Context: an optimization exercise on an open-source flow, tuned for small area, a short achievable clock period and few clock cycles. The choices shown serve that exercise and are no tape-out recipe. Function was not checked in any run shown here: the RTL went through the layout flow alone. Power figures rest on the tool's default switching activity, not on a simulated workload.

$ cat flow/config.mk
export PLATFORM = sky130hd
export DESIGN_NAME = rvc_voice
export DESIGN_NICKNAME = rvc_voice
export VERILOG_FILES = /design/flow/design.v
export SDC_FILE = /design/flow/constraint.sdc
export NUM_CORES = 4
export LEC_CHECK = 0
export ABC_AREA = 1
export CAP_MARGIN = 50
export CORE_MARGIN = 2
export CORE_UTILIZATION = 65
export SLEW_MARGIN = 70
$ cat flow/constraint.sdc
create_clock -name core_clock -period 55.0 [get_ports {clk}]
set_input_delay 11.0000 -clock core_clock [delete_from_list [all_inputs] [get_ports {clk}]]
set_output_delay 11.0000 -clock core_clock [all_outputs]
set_load 0.01 [all_outputs]
$ cat flow/design.v
module lzc_r #(
    parameter N = 5
) (
    input  wire [(1<<N)-1:0] x,
    output wire              z,
    output wire [N-1:0]      n
);
    generate
        if (N == 1) begin : g_leaf
            assign z = ~x[1] & ~x[0];
            assign n = ~x[1];
        end else begin : g_node
            wire         zh, zl;
            wire [N-2:0] nh, nl;
            lzc_r #(.N(N-1)) u_h (.x(x[(1<<N)-1:(1<<(N-1))]), .z(zh), .n(nh));
            lzc_r #(.N(N-1)) u_l (.x(x[(1<<(N-1))-1:0]),      .z(zl), .n(nl));
            assign z = zh & zl;
            assign n = zh ? {1'b1, nl} : {1'b0, nh};
        end
    endgenerate
endmodule
module lzc16 (
    input  wire [15:0] x,
    output wire [3:0]  n           
);
    wire z;
    lzc_r #(.N(4)) u (.x(x), .z(z), .n(n));
endmodule
module lzc24 (
    input  wire [23:0] x,
    output wire [4:0]  n           
);
    wire z;
    lzc_r #(.N(5)) u (.x({x, 8'hFF}), .z(z), .n(n));
endmodule
module lzc28 (
    input  wire [27:0] x,
    output wire [4:0]  n           
);
    wire z;
    lzc_r #(.N(5)) u (.x({x, 4'hF}), .z(z), .n(n));
endmodule
module fp32_mul (
    input  wire        sa,
    input  wire [23:0] ma,
    input  wire [8:0]  ea,
    input  wire        sb,
    input  wire [23:0] mb,
    input  wire [8:0]  eb,
    output wire [31:0] y
);
    wire [26:0] bx = {2'b00, mb, 1'b0};
    reg  [47:0] rows [0:12];
    reg  [12:0] negs;
    integer i, j;
    always @* begin
        for (i = 0; i < 13; i = i + 1) begin : booth
            reg b2, b1, b0, one, two, ng;
            reg [24:0] sel;
            b2 = bx[2*i+2]; b1 = bx[2*i+1]; b0 = bx[2*i];
            one = b1 ^ b0;
            two = (b2 & ~b1 & ~b0) | (~b2 & b1 & b0);
            ng  = b2;
            for (j = 0; j < 25; j = j + 1)
                sel[j] = (one & (j < 24 ? ma[j] : 1'b0)) | (two & (j > 0 ? ma[j-1] : 1'b0));
            if (i == 0)
                rows[i] = {20'd0, ~ng, ng, ng, sel ^ {25{ng}}};
            else if (i <= 10)
                rows[i] = {21'd0, 1'b1, ~ng, sel ^ {25{ng}}} << (2 * i);
            else
                rows[i] = {22'd0, ~ng, sel ^ {25{ng}}} << (2 * i);
            negs[i] = ng;
        end
    end
    reg [47:0] negrow;
    always @* begin
        negrow = 48'd0;
        for (i = 0; i < 13; i = i + 1) negrow[2*i] = negs[i];
    end
    wire [47:0] prod = rows[0] + rows[1] + rows[2] + rows[3] + rows[4] + rows[5] + rows[6] +
                       rows[7] + rows[8] + rows[9] + rows[10] + rows[11] + rows[12] +
                       negrow;
    wire        sign = sa ^ sb;
    wire [4:0] lza, lzb;
    lzc24 u_lza (.x(ma), .n(lza));
    lzc24 u_lzb (.x(mb), .n(lzb));
    wire        zero = lza[4] & lza[3] | lzb[4] & lzb[3];    
    wire [5:0]  l    = {1'b0, lza} + {1'b0, lzb};
    wire signed [11:0] t   = $signed({2'b0, ea} + {2'b0, eb}) - 12'sd127;
    wire               neg = t[11];
    wire               tge = !neg && (t >= $signed({6'd0, l}));   
    wire               tgt = !neg && (t >  $signed({6'd0, l}));   
    wire [5:0]  shl = tge ? l : t[5:0];
    wire [11:0] nt  = -t;
    wire [5:0]  shr = (nt > 12'd26) ? 6'd26 : nt[5:0];
    wire [25:0] wl  = (prod << shl) >> 22;
    wire [25:0] wr  = prod[47:22] >> shr;
    wire [6:0]  m   = neg ? (7'd22 + {1'b0, shr}) : ((shl > 6'd22) ? 7'd0 : (7'd22 - {1'b0, shl}));
    wire [47:0] msk = ~({48{1'b1}} << m);
    wire        s21 = |(prod & msk);
    wire [25:0] w1    = neg ? wr : wl;                   
    wire        extra = tgt & ~w1[25];                   
    wire [24:0] w     = extra ? w1[24:0] : w1[25:1];     
    wire        guard  = w[0];
    wire        sticky = s21 | (~extra & w1[0]);
    wire        nrm   = tgt | (tge & w1[25]);            
    wire [9:0]  be    = {1'b0, ea} + {1'b0, eb} - 10'd126 - {4'd0, l} - {9'd0, extra};
    wire [7:0]  ef    = nrm ? be[7:0] : 8'd0;
    wire        inc   = guard & (sticky | w[1]);
    wire [30:0] pk    = {ef, w[23:1]} + {30'd0, inc};
    assign y = zero ? {sign, 31'd0} : {sign, pk};
endmodule
module fp32_add (
    input  wire [31:0] a,
    input  wire [31:0] b,
    output wire [31:0] y
);
    wire [7:0]  ear = a[30:23];
    wire [7:0]  ebr = b[30:23];
    wire [7:0]  ea  = (ear == 8'd0) ? 8'd1 : ear;
    wire [7:0]  eb  = (ebr == 8'd0) ? 8'd1 : ebr;
    wire [23:0] ma  = {ear != 8'd0, a[22:0]};
    wire [23:0] mb  = {ebr != 8'd0, b[22:0]};
    wire        swap = b[30:0] > a[30:0];
    wire [7:0]  dab  = ea - eb;
    wire [7:0]  dba  = eb - ea;
    wire [7:0]  d    = swap ? dba : dab;
    wire [7:0]  ex   = swap ? eb : ea;
    wire [23:0] mx   = swap ? mb : ma;
    wire [23:0] my   = swap ? ma : mb;
    wire        sx   = swap ? b[31] : a[31];
    wire        sub  = a[31] ^ b[31];
    wire        far  = d > 8'd26;
    wire [4:0]  d5   = d[4:0];
    wire [26:0] ext  = {my, 3'b000};
    wire [26:0] sh   = far ? 27'd0 : (ext >> d5);
    wire [26:0] msk  = far ? {27{1'b1}} : ~({27{1'b1}} << d5);
    wire        st   = |(ext & msk);
    wire [26:0] al   = {sh[26:1], sh[0] | st};
    wire [27:0] sum = sub ? ({1'b0, mx, 3'b000} - {1'b0, al})
                          : ({1'b0, mx, 3'b000} + {1'b0, al});
    wire        zero = (sum == 28'd0);
    wire        ovf  = sum[27];
    wire [27:0] mrk  = (ex > 8'd27) ? 28'd0 : (28'd1 << (5'd27 - ex[4:0]));
    wire [4:0]  lz;
    lzc28 u_lz (.x(sum | mrk), .n(lz));
    wire [4:0]  shl  = ovf ? 5'd0 : (lz - 5'd1);            
    wire [27:0] wl   = sum << shl;
    wire [26:0] n    = ovf ? {sum[27:2], sum[1] | sum[0]} : wl[26:0];
    wire [8:0]  be   = ovf ? ({1'b0, ex} + 9'd1) : ({1'b0, ex} - {4'd0, shl});
    wire [7:0]  ef   = (ovf | n[26]) ? be[7:0] : 8'd0;
    wire        inc  = n[2] & ((|n[1:0]) | n[3]);
    wire [30:0] pk   = {ef, n[25:3]} + {30'd0, inc};
    wire        sgn  = zero ? (a[31] & b[31]) : sx;
    assign y = {sgn, zero ? 31'd0 : pk};
endmodule
module rvc_voice (
    input  wire        clk,
    input  wire        rst,           
    input  wire        cmd_valid,
    output wire        cmd_ready,
    input  wire [3:0]  cmd_op,
    input  wire [2:0]  cmd_voice,
    input  wire [31:0] cmd_data,
    output wire [14:0] mem_addr,      
    input  wire [15:0] mem_rdata,     
    output reg         out_valid,
    output reg  [31:0] out_l,
    output reg  [31:0] out_r,
    output reg         rd_valid,
    output reg  [31:0] rd_data
);
    localparam [3:0] OP_WR_VCTRL = 4'd1,
                     OP_WR_VLEN  = 4'd2,
                     OP_WR_VGAIN = 4'd3,
                     OP_WR_VPAN  = 4'd4,
                     OP_TRIGGER  = 4'd5,
                     OP_SAMPLE   = 4'd6,
                     OP_READ     = 4'd7;
    localparam [12:0] MAX_SAMPLES  = 13'd4096;
    localparam [31:0] DECAY_FACTOR = 32'h3F7D70A4;    
    localparam [31:0] DECAY_FLOOR  = 32'h3A800000;    
    localparam [31:0] F_ONE        = 32'h3F800000;
    localparam [3:0] S_IDLE = 4'd0,
                     S_TRG0 = 4'd1,    
                     S_TRG1 = 4'd2,    
                     S_V0   = 4'd3,    
                     S_V1   = 4'd4,    
                     S_V2   = 4'd5,    
                     S_V3   = 4'd6,    
                     S_V4   = 4'd7,    
                     S_V5   = 4'd8,    
                     S_DONE = 4'd9,
                     S_TRG2 = 4'd10;   
    reg  [7:0]  enabled, playing, decay_on;
    reg  [12:0] length    [0:7];
    reg  [11:0] pos       [0:7];
    reg  [30:0] gain      [0:7];      
    reg  [4:0]  pan       [0:7];
    reg  [31:0] decay_amp [0:7];
    reg  [3:0]  state;
    reg  [2:0]  vi;
    reg         rdy;          
    reg         in_v0;        
    reg  [31:0] acc;
    reg  [31:0] prod;
    reg  [31:0] aop;          
    reg  [30:0] bop;          
    reg  [14:0] maddr;
    reg  [15:0] x_raw;        
    reg         pend_r;       
    reg         rt_pend;      
    reg         c_en, c_pl, c_dc, c_end;
    reg  [11:0] c_posn;
    reg  [4:0]  c_pan;
    integer k;
    function [31:0] pan_l;
        input [4:0] p;
        case (p)
            5'd0:  pan_l = 32'h3F800000;
            5'd1:  pan_l = 32'h3F7F069E;
            5'd2:  pan_l = 32'h3F7C1C5C;
            5'd3:  pan_l = 32'h3F7746EA;
            5'd4:  pan_l = 32'h3F708FB2;
            5'd5:  pan_l = 32'h3F6803CA;
            5'd6:  pan_l = 32'h3F5DB3D7;
            5'd7:  pan_l = 32'h3F51B3F3;
            5'd8:  pan_l = 32'h3F441B7D;
            5'd9:  pan_l = 32'h3F3504F3;
            5'd10: pan_l = 32'h3F248DBB;
            5'd11: pan_l = 32'h3F12D5E8;
            5'd12: pan_l = 32'h3F000000;
            5'd13: pan_l = 32'h3ED8616C;
            5'd14: pan_l = 32'h3EAF1D44;
            5'd15: pan_l = 32'h3E8483EE;
            5'd16: pan_l = 32'h3E31D0D4;
            5'd17: pan_l = 32'h3DB27EB6;
            default: pan_l = 32'h00000000;
        endcase
    endfunction
    function [30:0] clamp_gain;
        input [31:0] g;
        reg nan, zero, ge1;
        begin
            nan  = (&g[30:23]) & (|g[22:0]);
            zero = ~(|g[30:0]);
            ge1  = g[30] | (&g[29:23]);
            if (nan || g[31] || zero)
                clamp_gain = 31'd0;
            else if (ge1)
                clamp_gain = F_ONE[30:0];
            else
                clamp_gain = g[30:0];
        end
    endfunction
    wire [2:0]  vn    = vi + 3'd1;
    wire [2:0]  idx   = rdy ? cmd_voice : ((state == S_TRG0) ? vi : vn);
    wire        r_en  = enabled[idx];
    wire        r_pl  = playing[idx];
    wire        r_dc  = decay_on[idx];
    reg  [7:0]  len_nz;
    always @* for (k = 0; k < 8; k = k + 1) len_nz[k] = length[k] != 13'd0;
    wire        cv_en = enabled[cmd_voice];
    wire        cv_pl = playing[cmd_voice];
    wire        cv_nz = len_nz[cmd_voice];
    wire        cv_rt = cv_en & cv_pl;        
    wire [12:0] r_len = length[idx];
    wire [11:0] r_pos = pos[idx];
    wire [30:0] r_gn  = gain[idx];
    wire [4:0]  r_pan = pan[idx];
    wire [31:0] r_da  = decay_amp[idx];
    wire [2:0]  vnn   = vi + 3'd2;
    wire [11:0] r_pnn = pos[vnn];         
    wire [15:0] x_mag = x_raw[15] ? (~x_raw + 16'd1) : x_raw;
    wire        ma_s  = rt_pend ? x_raw[15] : acc[31];
    wire [23:0] ma_m  = rt_pend ? {x_mag, 8'd0} : {acc[30:23] != 8'd0, acc[22:0]};
    wire [8:0]  ma_e  = rt_pend ? 9'd127 : ((acc[30:23] == 8'd0) ? 9'd1 : {1'b0, acc[30:23]});
    wire [30:0] mb_f  = in_v0 ? DECAY_FACTOR[30:0] : bop;
    wire [31:0] mul_y;
    fp32_mul u_mul (
        .sa(ma_s), .ma(ma_m), .ea(ma_e),
        .sb(1'b0), .mb({mb_f[30:23] != 8'd0, mb_f[22:0]}),
        .eb((mb_f[30:23] == 8'd0) ? 9'd1 : {1'b0, mb_f[30:23]}),
        .y(mul_y)
    );
    wire [3:0]  x_lz;
    lzc16 u_xlz (.x(x_mag), .n(x_lz));
    wire [15:0] x_nrm = x_mag << x_lz;
    wire [31:0] x_f   = (x_raw == 16'd0) ? 32'd0 :
                        {x_raw[15], 8'd127 - {4'd0, x_lz}, x_nrm[14:0], 8'd0};
    wire [31:0] add_a = aop;
    wire [31:0] add_b = prod;
    wire [31:0] add_y;
    fp32_add u_add (.a(add_a), .b(add_b), .y(add_y));
    assign cmd_ready = rdy;
    assign mem_addr  = maddr;
    wire last_voice = (vi == 3'd7);
    wire aud = acc[30:0] > DECAY_FLOOR[30:0];
    wire [31:0] pan_v = pan_l((state == S_V3) ? c_pan : 5'd18 - c_pan);
    wire [31:0] da0 = (rt_pend && vi == 3'd0) ? mul_y : decay_amp[0];
    wire [11:0] r_posn = r_pos + 12'd1;
    task next_voice;
        begin
            vi     <= vn;
            maddr  <= {vnn, r_pnn};
            acc    <= r_da;
            bop    <= r_gn;
            c_en   <= r_en;
            c_pl   <= r_pl;
            c_dc   <= r_dc;
            c_end  <= {1'b0, r_posn} == r_len;
            c_posn <= r_posn;
            c_pan  <= r_pan;
            state  <= S_V0;
            in_v0  <= 1'b1;
        end
    endtask
    reg [31:0] rd_mux;
    always @* begin
        case (cmd_data[2:0])
            3'd0: rd_mux = {29'd0, r_dc, r_pl, r_en};
            3'd1: rd_mux = {19'd0, r_len};
            3'd2: rd_mux = {1'b0, r_gn};
            3'd3: rd_mux = {27'd0, r_pan};
            3'd4: rd_mux = {20'd0, r_pos};
            3'd5: rd_mux = (rt_pend && cmd_voice == vi) ? mul_y : r_da;
            default: rd_mux = 32'd0;
        endcase
    end
    always @(posedge clk) begin
        x_raw   <= mem_rdata;
        rd_data <= rd_mux;
        if (rst) begin
            state     <= S_IDLE;
            rdy       <= 1'b1;
            in_v0     <= 1'b0;
            maddr     <= 15'd0;
            vi        <= 3'd0;
            out_valid <= 1'b0;
            rd_valid  <= 1'b0;
            pend_r    <= 1'b0;
            rt_pend   <= 1'b0;
            enabled   <= 8'd0;
            playing   <= 8'd0;
            decay_on  <= 8'd0;
            for (k = 0; k < 8; k = k + 1) begin
                length[k]    <= 13'd0;
                pos[k]       <= 12'd0;
                gain[k]      <= F_ONE[30:0];
                pan[k]       <= 5'd9;
                decay_amp[k] <= 32'd0;
            end
        end else begin
            out_valid <= 1'b0;
            rd_valid  <= 1'b0;
            rt_pend   <= 1'b0;
            in_v0     <= 1'b0;
            if (pend_r) begin
                out_r  <= add_y;
                pend_r <= 1'b0;
            end
            case (state)
                S_IDLE: begin
                    if (rt_pend) decay_amp[vi] <= mul_y;
                    maddr <= {3'd0, pos[0]};
                    if (cmd_valid) begin
                        vi <= cmd_voice;
                        case (cmd_op)
                            OP_WR_VCTRL:
                                if (cmd_data[0] && !cv_en && cv_nz)
                                    enabled[cmd_voice] <= 1'b1;
                            OP_WR_VLEN:
                                if (!cv_en)
                                    length[cmd_voice] <= (cmd_data > {19'd0, MAX_SAMPLES}) ?
                                                         MAX_SAMPLES : cmd_data[12:0];
                            OP_WR_VGAIN:
                                gain[cmd_voice] <= clamp_gain(cmd_data);
                            OP_WR_VPAN:
                                pan[cmd_voice] <= (cmd_data > 32'd18) ? 5'd18 : cmd_data[4:0];
                            OP_TRIGGER:
                                if (cv_en) begin
                                    if (!cv_pl)
                                        playing[cmd_voice] <= 1'b1;
                                    else begin
                                        state <= S_TRG0;
                                        rdy   <= 1'b0;
                                    end
                                end
                            OP_SAMPLE: begin
                                out_l  <= 32'd0;
                                out_r  <= 32'd0;
                                rdy    <= 1'b0;
                                vi     <= 3'd0;
                                maddr  <= {3'd1, pos[1]};
                                acc    <= da0;
                                bop    <= gain[0];
                                c_en   <= enabled[0];
                                c_pl   <= playing[0];
                                c_dc   <= decay_on[0];
                                c_end  <= {1'b0, pos[0] + 12'd1} == length[0];
                                c_posn <= pos[0] + 12'd1;
                                c_pan  <= pan[0];
                                state  <= S_V0;
                                in_v0  <= 1'b1;
                            end
                            OP_READ:
                                rd_valid <= 1'b1;
                            default: ;
                        endcase
                    end
                end
                S_TRG0: begin
                    maddr <= {vi, r_pos};
                    bop   <= r_gn;
                    state <= S_TRG1;
                end
                S_TRG1: begin
                    decay_on[vi] <= 1'b1;
                    pos[vi]      <= 12'd0;
                    state        <= S_TRG2;
                end
                S_TRG2: begin
                    maddr   <= {3'd0, pos[0]};
                    rt_pend <= 1'b1;
                    state   <= S_IDLE;
                    rdy     <= 1'b1;
                end
                S_V0: begin
                    acc <= 32'd0;
                    if (!c_en) begin
                        if (last_voice) state <= S_DONE;
                        else next_voice;
                    end else begin
                        if (c_dc) begin
                            if (aud) begin
                                decay_amp[vi] <= mul_y;
                                acc           <= mul_y;    
                            end else begin
                                decay_on[vi]  <= 1'b0;
                            end
                        end
                        state <= S_V1;
                    end
                end
                S_V1: begin
                    prod <= x_f;
                    aop  <= acc;
                    if (c_pl) state <= S_V2;
                    else if (last_voice) state <= S_DONE;
                    else next_voice;
                end
                S_V2: begin
                    acc   <= add_y;
                    state <= S_V3;
                end
                S_V3: begin
                    acc <= mul_y;
                    bop <= pan_v;
                    if (c_end) begin
                        playing[vi]   <= 1'b0;
                        decay_amp[vi] <= mul_y;
                        decay_on[vi]  <= 1'b1;
                        pos[vi]       <= 12'd0;
                    end else begin
                        pos[vi]       <= c_posn;
                    end
                    state <= S_V4;
                end
                S_V4: begin
                    prod  <= mul_y;
                    aop   <= out_l;
                    bop   <= pan_v;
                    state <= S_V5;
                end
                S_V5: begin
                    out_l  <= add_y;
                    prod   <= mul_y;
                    aop    <= out_r;
                    pend_r <= 1'b1;
                    if (last_voice) state <= S_DONE;
                    else next_voice;
                end
                S_DONE: begin
                    maddr     <= {3'd0, pos[0]};
                    out_valid <= 1'b1;
                    state     <= S_IDLE;
                    rdy       <= 1'b1;
                end
                default: begin
                    state <= S_IDLE;
                    rdy   <= 1'b1;
                end
            endcase
        end
    end
endmodule
$ cat flow/run.sh
#!/bin/bash
# synth_recipe.tcl (not shown) runs the flow's synth.tcl, then flattens the netlist and writes it again
# the make line also repeats each setting of config.mk as NAME=value (left out here)
make -C /OpenROAD-flow-scripts/flow DESIGN_CONFIG=/design/flow/config.mk WORK_HOME=/design/flow/orfs CLKGATE_MAP_FILE= SYNTH_SCRIPT=/design/flow/synth_recipe.tcl finish
==> results of run 1 <==
power by group through the flow:
| stage | sequential, mW | clock (mW) | combinational [mW] |
|---|---|---|---|
| 5_1_grt | 0.919 | 0.785 | 4.89 |
| 3_5_place_dp | 0.932 | 0 | 4.21 |
| 6_report | 0.918 | 0.767 | 4.63 |
| 2_1_floorplan | 0.926 | 0 | 2.53 |
| 4_1_cts | 0.916 | 0.753 | 4.25 |
| 3_3_place_gp | 0.932 | 0 | 3.95 |
worst register-to-register path, delay by kind of cell (launching register included):
family                     cells  cell delay (ns)
AOI/OAI and AO/OA              6             1.38
xor gates and xnor gates       3             0.64
adders and majority gates     11             4.10
buffers and inverters         10             2.15
DFF                            1             0.45
muxes                          1             0.17
and+or+nand+nor               40             4.79
layout make-up:
type	count	area, um^2	share of cell area, %
antenna	11	27.5	0.0285
clock buffer	136	2840	2.93
clock inverter	65	782	0.809
inverter	1493	5740	5.94
multi-input combinational	8292	50200	52.0
sequential	1056	30700	31.8
tap	1768	2210	2.29
timing repair buffer	409	4110	4.26
registers in the layout, summed over array words and instances, names as in the netlist, 3 cells and up, named ones only:
register   cells
c_posn        12
rd_data       32
acc           32
playing        8
bop           31
gain         248
state          4
decay_amp    256
pan           40
out_l         32
vi             3
aop           32
x_raw         16
out_r         32
enabled        8
maddr         15
c_pan          5
prod          32
length       104
pos           96
cell usage in the layout (no fill, tap or decap), drive strengths merged, types with 40 or more instances in the layout:
cell	n
a21oi	541
nor4	46
edfxtp	956
o22ai	354
clkbuf	147
o21ai	828
clkinv	77
clkdlybuf4s50	164
o221ai	59
o211ai	336
nand3	696
xnor2	40
buf	232
nor2	1475
mux2	73
fa	259
nor3	91
a31oi	57
xor2	385
dfxtp	100
ha	316
inv	1467
nand2	2411
nand4	81
through the flow:
stage	hold slack [ns]	std cells
after floorplan	0.425	11500
after global placement	0.437	12900
after detailed placement	0.448	13000
after CTS	0.457	13200
after global routing	0.489	13200
final	0.460	13200
layer usage:
layer | share of wire (%) | wire (um) | vias to the layer above
met3 | 16 | 55800 | 2276
met1 | 32 | 115000 | 41000
met5 | 0.020 | 71 | -
li1 | - | - | 38200
met4 | 9.7 | 34300 | 12
met2 | 42 | 150000 | 8267
kinds of logic after synthesis:
family,Yosys count,share of synthesized area (%)
buffers and inverters,2141,9.52
xor gates and xnor gates,425,4.28
DFF,1056,35.3
and+or+nand+nor,4869,23.5
muxes,96,1.21
adders and majority gates,575,10.5
AOI/OAI and AO/OA,2319,15.7
other,1,0.00431
final timing paths:
kind | endpoint | slack (ns) | start
worst max-delay path | c_end | 40.72 | cmd_voice[0]
worst min-delay path | flip-flop | 0.46 | flip-flop
worst max register to register | acc[30] | 41.20 | bop[5]
worst min register to register | flip-flop | 0.46 | flip-flop
cell usage after synthesis (23+ instances only):
master / instances
a211oi_1: 32
a21oi_1: 536
a31oi_1: 57
buf_1: 80
buf_2: 61
clkbuf_1: 480
dfxtp_1: 100
edfxtp_1: 956
fa_1: 259
ha_1: 316
inv_1: 1439
inv_2: 33
mux2_2: 73
mux2i_1: 23
nand2_1: 2355
nand2_2: 45
nand3_1: 669
nand4_1: 79
nor2_1: 1436
nor2_2: 23
nor3_1: 89
nor4_1: 46
o211ai_1: 336
o21ai_0: 764
o21ai_1: 63
o221ai_1: 59
o22ai_1: 353
or2_2: 26
xnor2_1: 40
xor2_1: 385
==> impl_metrics.ini, run 1 <==
[sta]
max_slew.worst_pin.slew_ns = 0.532
setup_tns_ns = 0
layout_setup_ws_ns = 40.72
drv_slew = 0
relSlewSlack_pct = 64.5
hold_viol = 0
fin_skew_ns = 0.118
rsz0062_at_grt = false
fin_crit_ns = 14.28
finalSetupViolations = 0
timing.final.crit_share_pct = 26.0
fmax_mhz = 70.0

[yosys]
ys_ff_latch = 1056
synth-edff-count = 956
synth_top_cells_by_area = edfxtp_1 33%, nand2_1 10%, inv_1 6.2%, nor2_1 6.2%, fa_1 6.0%
netlist_area_mm2 = 0.0870
synth_warnings = 3
ys_async_sr_fraction_pct = 0
synth_cell_types = 85
synth_top_cell_by_area = edfxtp_1
avgSynthCellArea_um2 = 7.58
ys_seq_area_share_pct = 35.3
ys.flop_type = edfxtp_1
synth_top_cell_area_share_pct = 33.0
synthCells = 11500

[route]
drt_iter0_drc = 16200
post_drt_wl_per_cell_um = 26.9
drtPass1Iterations = 12
avgViaCountPerCell = 6.78
ant_nets = 0
routed_wl_um = 356000
vias = 89700
drc_errors = 0

[power_and_ir_drop]
p_switching_mw = 3.71
swShare_pct = 58.7
p_int_mw = 2.61
clkPwrFrac_pct = 12.1
power.total_mw = 6.32
pwr-share-seq_pct = 14.5
irDropWorstVdd_mv = 0.215
leakage_nw = 40.4
power_density_mw_per_mm2 = 65.3
combPwrFrac_pct = 73.3

[place]
placed_area_mm2 = 0.0923
globalplace.congestion = 1.10
pre_cts_ws_ns = 39.96
dpl.hpwl_um = 254000
io_buffers = 171

[grt]
grt.overflow.total = 0
antenna_found_initial = 16
grt.busiest_layer = met2
use_met2_pct = 74.7
met1_usage_pct = 60.3
grt_max_degree = 99
grt_pass1_vias = 85100
grt_util_met3_pct = 16.9
grt_pass1_wl_um = 520000
grt_use_total_pct = 50.1

[setup_path]
critical_path_class = input port to flip-flop
reg2reg_depth = 71
cp.depth = 21
cp.arrival_ns = 14.78
cpMostUsedCell = nand2_1
slowest_delay_ns = 0.39
crit_fanout = 75
crit_chain = buf_2, nand2_1, o21ai_4, buf_12, buf_16, buf_16, o21ai_0, o211ai_1, nand2_1, nor2_1, inv_1, nor3_1, nand2_1, nor2_1, nand2_1, xor2_1, inv_1, a21oi_1, a2111oi_0, nand3b_1, o32ai_1
slowest_stage = a2111oi_0
required_ns = 55.51
start_kind = input port
worst-path-buf-inv = 6
endpoint_kind = flip-flop
path_delay_family = simple AND/OR/NAND/NOR gates

[layout]
drive_above_1_share_pct = 9.39
nFillCells = 9689
fin_nets = 12000
syn_to_final_growth_pct = 11.1
fin_util_pct = 72.6
final_area_mm2 = 0.0966

[hold_path]
whs_path_depth = 2
hp-class = flip-flop to flip-flop

[run]
drv_cap = 0

[clock_tree]
clock-root-buffer = clkbuf_16
cts_setup_buffers = 0
tritoncts = built
clkLatencyLatePin_ns = 0.80
cts_inserted_buffers = 107
cts.path.max_buffers = 3
post_cts_resized = 0
cts-htree-levels = 3
clock_sinks = 1056
hold_buffers = 0
cts.clk_slew.worst_paths_ns = 0.06

[die]
dieWidth_um = 370
core-area_mm2 = 0.133
die_h_um = 370
io_pins = 172
start_util_pct = 65.4
fp-row-count = 134
die-area_mm2 = 0.137

[run_status]
status = finished clean
==> run 2, diff against run 1 <==
--- a/flow/design.v
+++ b/flow/design.v
@@ -94,10 +94,10 @@
     wire [11:0] nt  = -t;
     wire [5:0]  shr = (nt > 12'd26) ? 6'd26 : nt[5:0];
-    wire [25:0] wl  = (prod << shl) >> 22;
-    wire [25:0] wr  = prod[47:22] >> shr;
+    wire [6:0]  sa7 = neg ? (7'd47 + {1'b0, shr}) : (7'd47 - {1'b0, shl});
+    wire [94:0] xw  = {prod, 47'd0} >> sa7;
     wire [6:0]  m   = neg ? (7'd22 + {1'b0, shr}) : ((shl > 6'd22) ? 7'd0 : (7'd22 - {1'b0, shl}));
     wire [47:0] msk = ~({48{1'b1}} << m);
     wire        s21 = |(prod & msk);
-    wire [25:0] w1    = neg ? wr : wl;                   
+    wire [25:0] w1    = xw[47:22];                       
     wire        extra = tgt & ~w1[25];                   
     wire [24:0] w     = extra ? w1[24:0] : w1[25:1];     
@@ -208,5 +208,6 @@
     reg  [30:0] bop;          
     reg  [14:0] maddr;
-    reg  [15:0] x_raw;        
+    reg         x_sgn;        
+    reg  [15:0] x_mag;        
     reg         pend_r;       
     reg         rt_pend;      
@@ -255,8 +256,25 @@
     endfunction
     wire [2:0]  vn    = vi + 3'd1;
-    wire [2:0]  idx   = rdy ? cmd_voice : ((state == S_TRG0) ? vi : vn);
-    wire        r_en  = enabled[idx];
-    wire        r_pl  = playing[idx];
-    wire        r_dc  = decay_on[idx];
+    wire [7:0]  oh    = rdy ? (8'd1 << cmd_voice) : ((state == S_TRG0) ? (8'd1 << vi) : (8'd1 << vn));
+    reg         r_en, r_pl, r_dc;
+    reg  [12:0] r_len;
+    reg  [11:0] r_pos;
+    reg  [30:0] r_gn;
+    reg  [4:0]  r_pan;
+    reg  [31:0] r_da;
+    always @* begin
+        r_en = 1'b0; r_pl = 1'b0; r_dc = 1'b0;
+        r_len = 13'd0; r_pos = 12'd0; r_gn = 31'd0; r_pan = 5'd0; r_da = 32'd0;
+        for (k = 0; k < 8; k = k + 1) begin
+            r_en  = r_en  | (oh[k] & enabled[k]);
+            r_pl  = r_pl  | (oh[k] & playing[k]);
+            r_dc  = r_dc  | (oh[k] & decay_on[k]);
+            r_len = r_len | ({13{oh[k]}} & length[k]);
+            r_pos = r_pos | ({12{oh[k]}} & pos[k]);
+            r_gn  = r_gn  | ({31{oh[k]}} & gain[k]);
+            r_pan = r_pan | ({5{oh[k]}}  & pan[k]);
+            r_da  = r_da  | ({32{oh[k]}} & decay_amp[k]);
+        end
+    end
     reg  [7:0]  len_nz;
     always @* for (k = 0; k < 8; k = k + 1) len_nz[k] = length[k] != 13'd0;
@@ -265,13 +283,7 @@
     wire        cv_nz = len_nz[cmd_voice];
     wire        cv_rt = cv_en & cv_pl;        
-    wire [12:0] r_len = length[idx];
-    wire [11:0] r_pos = pos[idx];
-    wire [30:0] r_gn  = gain[idx];
-    wire [4:0]  r_pan = pan[idx];
-    wire [31:0] r_da  = decay_amp[idx];
     wire [2:0]  vnn   = vi + 3'd2;
     wire [11:0] r_pnn = pos[vnn];         
-    wire [15:0] x_mag = x_raw[15] ? (~x_raw + 16'd1) : x_raw;
-    wire        ma_s  = rt_pend ? x_raw[15] : acc[31];
+    wire        ma_s  = rt_pend ? x_sgn : acc[31];
     wire [23:0] ma_m  = rt_pend ? {x_mag, 8'd0} : {acc[30:23] != 8'd0, acc[22:0]};
     wire [8:0]  ma_e  = rt_pend ? 9'd127 : ((acc[30:23] == 8'd0) ? 9'd1 : {1'b0, acc[30:23]});
@@ -287,6 +299,6 @@
     lzc16 u_xlz (.x(x_mag), .n(x_lz));
     wire [15:0] x_nrm = x_mag << x_lz;
-    wire [31:0] x_f   = (x_raw == 16'd0) ? 32'd0 :
-                        {x_raw[15], 8'd127 - {4'd0, x_lz}, x_nrm[14:0], 8'd0};
+    wire [31:0] x_f   = (x_mag == 16'd0) ? 32'd0 :
+                        {x_sgn, 8'd127 - {4'd0, x_lz}, x_nrm[14:0], 8'd0};
     wire [31:0] add_a = aop;
     wire [31:0] add_b = prod;
@@ -329,5 +341,6 @@
     end
     always @(posedge clk) begin
-        x_raw   <= mem_rdata;
+        x_sgn   <= mem_rdata[15];
+        x_mag   <= mem_rdata[15] ? (~mem_rdata + 16'd1) : mem_rdata;
         rd_data <= rd_mux;
         if (rst) begin
==> impl_metrics.ini, run 2 <==
[run]
drv_cap = 0

[layout]
fin_cells = 12400
syn_to_final_growth_pct = 10.9
drive_above_1_share_pct = 8.39
largest_register_ffs = 256
final_area_mm2 = 0.0920
regMostFlops = decay_amp
top_regs = decay_amp: 256 flops, gain: 248 flops, length: 104 flops
nFillCells = 9551
multi_input_area_mm2 = 0.0474
fin_nets = 11300
most-common-layout-cells = 2296 x nand2_1, 1395 x nor2_1, 1071 x inv_1
layout_commonest_cell = nand2_1
area.sequential_mm2 = 0.0307

[route]
post_drt_wl_per_cell_um = 27.1
drc_errors = 0
drtPass1Iterations = 10
avgViaCountPerCell = 6.84
vias = 84700
drt_iter0_drc = 16000
routed_wl_um = 336000
ant_nets = 0

[place]
pre_cts_ws_ns = 39.60
placed_cells = 12200
globalplace.congestion = 1.09
dpl.hpwl_um = 241000
placed_area_mm2 = 0.0878
io_buffers = 171

[clock_tree]
cts_inserted_buffers = 106
cts-htree-levels = 3
cts.clk_slew.worst_paths_ns = 0.07
clkLatencyLatePin_ns = 0.80
clock-root-buffer = clkbuf_16
cts_setup_buffers = 0
cts.path.max_buffers = 3
clock_sinks = 1057
post_cts_resized = 0
tritoncts = built
hold_buffers = 0

[die]
die-area_mm2 = 0.131
core-area_mm2 = 0.127
start_util_pct = 65.2
fp-row-count = 131
io_pins = 172
dieWidth_um = 361
die_h_um = 361

[power_and_ir_drop]
p_int_mw = 2.25
leakage_nw = 37.9
p_switching_mw = 2.51
pwr-share-seq_pct = 19.4
irDropWorstVdd_mv = 0.0902
combPwrFrac_pct = 64.9
power_density_mw_per_mm2 = 51.7
clkPwrFrac_pct = 15.7
swShare_pct = 52.7

[sta]
relSlewSlack_pct = 57.5
rsz0062_at_grt = false
layout_setup_ws_ns = 40.22
timing.final.crit_share_pct = 26.9
fmax_mhz = 67.6
fin_skew_ns = 0.101
max_slew.worst_pin.slew_ns = 0.638
setup_tns_ns = 0
fin_crit_ns = 14.78
finalSetupViolations = 0
drv_slew = 0
hold_slack_ns = 0.477
hold_viol = 0

[grt]
grt_pass1_vias = 79400
grt_max_degree = 73
grt_use_total_pct = 49.9
antenna_found_initial = 16
grt_pass1_wl_um = 492000
grt.overflow.total = 0

[setup_path]
crit_fanout = 10
crit_chain = clkdlybuf4s50_1, nor2_1, a31oi_4, inv_1, nor3_4, buf_2, nand2_1, nand2_1, a221oi_1, clkdlybuf4s50_1, o2111ai_4, nand2_1, nor2_1, inv_1, nor2_1, inv_1, nand2_1, xnor2_1, nor2_1, nand2_1, a2111oi_1, nand3_1, o21ai_0
worst-path-buf-inv = 6
cp.arrival_ns = 15.42
path_delay_family = buffers and inverters
endpoint_kind = flip-flop
critical_path_class = input port to flip-flop
cpMostUsedCell = nand2_1
slowest_stage = clkdlybuf4s50_1
required_ns = 55.64
start_kind = input port
slowest_delay_ns = 0.71

[hold_path]
hp-class = flip-flop to flip-flop

[yosys]
synth_top_cells_by_area = edfxtp_1 35%, nand2_1 11%, nor2_1 6.6%, fa_1 6.2%, inv_1 5.0%
synth_top_cell_by_area = edfxtp_1
synthCells = 10700
netlist_area_mm2 = 0.0830
synth_cell_types = 80
synth_warnings = 3
synth-edff-count = 956
ys_async_sr_fraction_pct = 0
avgSynthCellArea_um2 = 7.74
synth_most_common_cell = nand2_1
ys.flop_type = edfxtp_1
synthTopCellsByCount = 2362 x nand2_1, 1462 x nor2_1, 1109 x inv_1
ys_seq_area_share_pct = 37.0
synth_top_cell_area_share_pct = 34.6
ys_ff_latch = 1057

[run_status]
status = finished clean
run 2: cell count changes in the layout (fill, tap and decap cells not counted), moves of 72 or more:
cell,previous run,this run
inv_1,1390,1071
a221oi_1,11,98
o211ai_1,336,89
a21oi_1,522,341
o21ai_0,682,477
mux2_2,73,1
nand3_1,630,777
run 2: area by class of cell:
| type | instances | share of cell area [%] |
|---|---|---|
| tap | 1662 | 2.26 |
| sequential | 1057 | 33.4 |
| clock buffer | 128 | 3.05 |
| antenna | 6 | 0.0163 |
| timing repair buffer | 393 | 4.13 |
| clock inverter | 71 | 0.792 |
| inverter | 1156 | 4.82 |
| multi-input combinational | 7921 | 51.5 |
run 2: per-stage QoR:
stage	util (%)	total power, mW
floorplan	-	2.89
global placement	67.5	3.74
detailed placement	69.0	3.84
CTS	71.8	4.58
global route	72.3	5.04
finish	72.3	4.75
run 2: power by group through the flow:
stage / logic, mW / registers, mW / clock network [mW]
CTS: 2.93 / 0.920 / 0.735
finish: 3.08 / 0.923 / 0.746
global placement: 2.80 / 0.936 / 0
floorplan: 1.97 / 0.927 / 0
detailed placement: 2.91 / 0.937 / 0
global route: 3.35 / 0.923 / 0.766
run 2: final timing paths:
check / startpoint / endpoint / slack [ns] / cells past startpoint
max: cmd_voice[2] / c_end / 40.22 / 23
min: flip-flop / flip-flop / 0.48 / 2
max reg2reg: in_v0 / rd_data[30] / 41.64 / 62
min reg2reg: flip-flop / flip-flop / 0.48 / 2
run 2: cell families (layout without fill, tap and decap cells):
logic type	count (synthesis)	after routing	synth area share, %
and+or+nand+nor	5074	5074	25.6
AOI/OAI and AO/OA	1807	1807	13.3
buffers and inverters	1742	1748	8.12
DFF	1057	1057	37.0
adders and majority gates	579	579	11.1
xor gates and xnor gates	439	439	4.64
muxes	14	14	0.170
other	1	14	0.00452
run 2: worst register-to-register path: cells and delay by family, from the launching register on:
kind | cells | cell delay, ns
compound gates | 13 | 2.71
xor+xnor | 3 | 0.51
buf+inv | 13 | 1.93
simple gates | 22 | 2.94
fa+ha+maj | 11 | 4.87
flops | 1 | 0.30
run 2: metal layers:
metal	routed length (um)	GRT usage [%]
met5	236	0.407
met4	31300	34.6
met3	54300	17.2
met2	140000	73.8
met1	110000	61.3

port drivers added, routing unchanged:
Ports are ideal in the flow. The routed layouts listed here were re-timed in OpenROAD.
Step 1, drivers: a clkbuf_16 drives clk and a buf_2 each remaining input, both assumed.
Step 2 also shifts input and output timing later by t, the mid clock arrival at the registers, as if the neighbouring blocks saw the same clock.
Slacks: ideal / step 1 / step 2; pairs: ideal / step 1.
run | shift t [ns] | setup WS [ns] | worst register clock-pin slew, ns
run 1 | 0.835 | 40.721 / 40.721 / 39.886 | 0.07 / 0.07
run 2 | 0.843 | 40.216 / 40.233 / 39.391 | 0.07 / 0.07
After both steps setup and hold are still met in every run listed. For run 1, which loses most, drivers alone change the setup slack by 0.000 ns; drivers and shift together by -0.835 ns.
